What follows belongs to an exercise in optimizing a design on an open flow for small area, a short achievable clock period and few clock cycles per item; a production flow would make more cautious choices.
The RTL was checked by simulation tests, not by an equivalence proof against the original design.
Power and IR drop assume default switching activity.

## the previous run
Design beep_env, start of the top module:
module beep_env (
  input             clk,
  input             rst,
  input             start,
  input      [31:0] env,         
  input      [31:0] gain,        
  output reg        ready,
  output reg        done,
  output reg        lut_we,
  output     [7:0]  lut_addr,
  output     [15:0] lut_data
);
Size: roughly 1200 cells after synthesis, roughly 170 flip-flops, about 12000 um^2 of cells after synthesis.
==> flow/config.mk <==
export PLATFORM = sky130hd
export DESIGN_NAME = beep_env
export DESIGN_NICKNAME = beep_env
export VERILOG_FILES = /design/flow/design.v
export SDC_FILE = /design/flow/constraint.sdc
export NUM_CORES = 4
export LEC_CHECK = 0
export CAP_MARGIN = 0
export CORE_MARGIN = 2
export CORE_UTILIZATION = 40
export CTS_BUF_LIST = sky130_fd_sc_hd__clkbuf_8
export CTS_CLUSTER_DIAMETER = 150
export CTS_CLUSTER_SIZE = 40
export PLACE_DENSITY = 0.6
export SLEW_MARGIN = 0
==> flow/constraint.sdc <==
create_clock -name core_clock -period 10.0 [get_ports {clk}]
set_input_delay 2.0000 -clock core_clock [delete_from_list [all_inputs] [get_ports {clk}]]
set_output_delay 2.0000 -clock core_clock [all_outputs]
set_load 0.01 [all_outputs]
standard.sh (not shown) runs the stock make flow with config.mk's settings and CLKGATE_MAP_FILE= SYNTH_SCRIPT=/design/flow/synth_recipe.tcl, a recipe that flattens the netlist after the stock synthesis.
==> flow/flow/run.sh <==
#!/bin/bash
set -euo pipefail
export BUFFER_PORTS_ARGS="-buffer_cell sky130_fd_sc_hd__buf_1"
export SETUP_SLACK_MARGIN=6
bash standard.sh > standard_flow.log 2>&1
The previous run completed; timing, DRC and antenna clean
Testbench counts of the previous run, summed over its fixed seeds: cycles 26,026, builds 96.
## Diff of input files: the current run against the previous run
- CTS_CLUSTER_DIAMETER no longer set, was 150
- PLACE_DENSITY now 0.75, was 0.6
- CTS_CLUSTER_SIZE no longer set, was 40
- CORE_UTILIZATION now 55, was 40
## What came out
The current run: setup slack lower than the previous run
Going from the previous run to the current run, depth of the worst register-to-register path grows by 1.
Relative to the previous run, wire length has decreased by 5.3% in the current run.
Final cell count: the current run vs the previous run down about 7%
Re actual slew at the worst max-slew pin: the current run and the previous run aren't equal, and the higher value belongs to the previous run.
Compared the current run vs the previous run, and final weighted congestion in routability-driven placement is up in the current run.
Delta (the current run minus the previous run): clock-buffer cell count went down; share of the cycle needed by the critical path after routing went up; layout overhead on the synthesized area went down.


beep_env, a different RTL version from the one above (not shown whole).
Size in the first run: roughly 1500 cells after synthesis, roughly 170 flip-flops, roughly 94 I/O pins.
==> flow/design.v (excerpt) <==
module beep_env (
  input             clk,
  input             rst,
  input             start,
  input      [31:0] env,         
  input      [31:0] gain,        
  output reg        ready,
  output reg        done,
  output reg        lut_we,
  output     [7:0]  lut_addr,
  output     [15:0] lut_data
);
clock: 10.0 ns
lec_check: 0
abc_area: 1
cap_margin: 0
core_margin: 2
core_utilization: 60
cts_buf_list: sky130_fd_sc_hd__clkbuf_8
place_density: 0.8
slew_margin: 0
==> flow/flow/run.sh <==
#!/bin/bash
set -euo pipefail
export BUFFER_PORTS_ARGS="-buffer_cell sky130_fd_sc_hd__buf_1"
export SETUP_SLACK_MARGIN=6.5
bash standard.sh > standard_flow.log 2>&1
Testbench counts at the start, summed over its fixed seeds: cycles 26,026, builds 96.
==> next run, changes <==
==> flow/flow/run.sh (replaced) <==
#!/bin/bash
set -euo pipefail
export BUFFER_PORTS_ARGS="-buffer_cell sky130_fd_sc_hd__buf_1"
export SETUP_SLACK_MARGIN=7
bash standard.sh > standard_flow.log 2>&1
CORE_UTILIZATION = 40   (was 60)
PLACE_DENSITY = 0.6   (was 0.8)
Area after synthesis is unchanged.
Final area rose by 17%.
Sequential cell count is unchanged.
Worst hold slack improves by 0.023 ns.
Sequential share of layout area fell by 5.0 points.
Clock-buffer cell count fell by 1.
Setup slack improves by 0.047 ns.
Global-route usage fell by 6.3 points.
==> next run, changes <==
==> flow/flow/run.sh (replaced) <==
#!/bin/bash
set -euo pipefail
export BUFFER_PORTS_ARGS="-buffer_cell sky130_fd_sc_hd__buf_1"
export SETUP_SLACK_MARGIN=6.5
bash standard.sh > standard_flow.log 2>&1
CORE_UTILIZATION = 50   (was 40)
PLACE_DENSITY = 0.7   (was 0.6)
Flip-flop and latch count does not change.
Total power went down by 17%.
Sequential power hardly moves.
Die area went down by 20%.
Routed wire length went down by 15%.
Utilization went up by 3.4 points.
Worst setup slack degrades by 0.020 ns.
Register-to-register slack degrades by 0.03 ns.
Global-route usage went up by 2.2 points.
==> next run, changes <==
==> flow/flow/run.sh (replaced) <==
#!/bin/bash
set -euo pipefail
export BUFFER_PORTS_ARGS="-buffer_cell sky130_fd_sc_hd__buf_1"
export SETUP_SLACK_MARGIN=6
bash standard.sh > standard_flow.log 2>&1
CORE_UTILIZATION = 40   (was 50)
PLACE_DENSITY = 0.6   (was 0.7)
The new run completed without violations.
Final cell count goes up by 2.9%.
Area after synthesis stays the same.
Setup slack got worse by 0.37 ns.
Via count goes down by about 2.2%.
Non-clock buffer count goes down by 10.
Sequential cell count does not change.
==> next run, changes <==
==> flow/flow/run.sh (replaced) <==
#!/bin/bash
set -euo pipefail
export BUFFER_PORTS_ARGS="-buffer_cell sky130_fd_sc_hd__buf_1"
export SETUP_SLACK_MARGIN=6.5
bash standard.sh > standard_flow.log 2>&1
The changed run finished with timing, DRC and antenna clean.
Global-route usage barely changes.
Critical path depth goes down by 18.
Combinational power rose by 7.0%.
Clock power came out higher by 8.0%.
Via count came out higher by about 2%.


RTL: one of the versions met above, not the one the previous note started from.
Size: roughly 1200 cells after synthesis, roughly 94 I/O pins, roughly 12000 um2 of cells after synthesis.
export LEC_CHECK = 0
export CAP_MARGIN = 0
export CORE_MARGIN = 2
export CORE_UTILIZATION = 40
export CTS_BUF_LIST = sky130_fd_sc_hd__clkbuf_8
export PLACE_DENSITY = 0.6
export SLEW_MARGIN = 0
create_clock -name core_clock -period 10.0 [get_ports {clk}]
==> flow/flow/run.sh <==
#!/bin/bash
set -euo pipefail
export BUFFER_PORTS_ARGS="-buffer_cell sky130_fd_sc_hd__buf_1"
export SETUP_SLACK_MARGIN=6.5
bash standard.sh > standard_flow.log 2>&1
The first run completed without violations.
Testbench counts at the start, summed over its fixed seeds: cycles 26,026, builds 96.
Next try:
--- a/flow/config.mk
+++ b/flow/config.mk
@@ -7,2 +7,3 @@
 export LEC_CHECK = 0
+export ABC_AREA = 1
 export CAP_MARGIN = 0
After rerunning: Count of clock-buffer cells in the layout fell by 1; synthesized cell count rose by 24%; worst setup slack improved by 0.31 ns; cell count rose by about 16%; wire length fell by about 0.43%; sequential cell count does not change; final area fell by about 5%; via count rose by about 8%; core utilization fell by 3.3 points; total power fell by 5.5%.

## re-timing with driven ports
The results above use ideal ports. As a check the final layouts listed here were re-extracted and re-timed, cells and wires unchanged.
Step 1 (the two cells are an assumption about what drives the block):
set clk [get_ports {clk}]
set_driving_cell -lib_cell sky130_fd_sc_hd__clkbuf_16 $clk
set_driving_cell -lib_cell sky130_fd_sc_hd__buf_2 [delete_from_list [all_inputs] $clk]
Step 2 times the ports against the registers' clock, not the clock port: input delays grow and output delays shrink by t, the midpoint of the rising clock arrivals with the driver on.
Slacks: no drivers / after step 1 / after step 2; pairs: no drivers / after step 1.
run	t (ns)	setup slack, ns	hold WS [ns]	slew at the worst register clock pin (ns)	worst slew at a driven data input, ns
the previous run	0.531	6.162 / 6.162 / 6.162	0.471 / 0.471 / 0.471	0.11 / 0.11	0.08
the current run	0.504	6.135 / 6.135 / 6.135	0.495 / 0.495 / 0.495	0.10 / 0.10	0.06
the first run of note 2	0.510	6.570 / 6.532 / 6.636	0.481 / 0.481 / 0.481	0.11 / 0.11	0.07
the second run of note 2	0.532	6.617 / 6.572 / 6.689	0.504 / 0.504 / 0.504	0.11 / 0.11	0.08
the third run of note 2	0.515	6.597 / 6.555 / 6.664	0.479 / 0.479 / 0.479	0.12 / 0.12	0.09
the fourth run of note 2	0.534	6.228 / 6.194 / 6.228	0.492 / 0.492 / 0.492	0.11 / 0.11	0.08
the fifth run of note 2	0.530	6.597 / 6.554 / 6.645	0.498 / 0.498 / 0.498	0.11 / 0.11	0.08
the first run of note 3	0.522	6.215 / 6.215 / 6.215	0.476 / 0.476 / 0.476	0.11 / 0.11	0.07
the second run of note 3	0.536	6.526 / 6.526 / 6.526	0.499 / 0.499 / 0.499	0.11 / 0.11	0.04
After both steps every run listed still meets setup and hold.
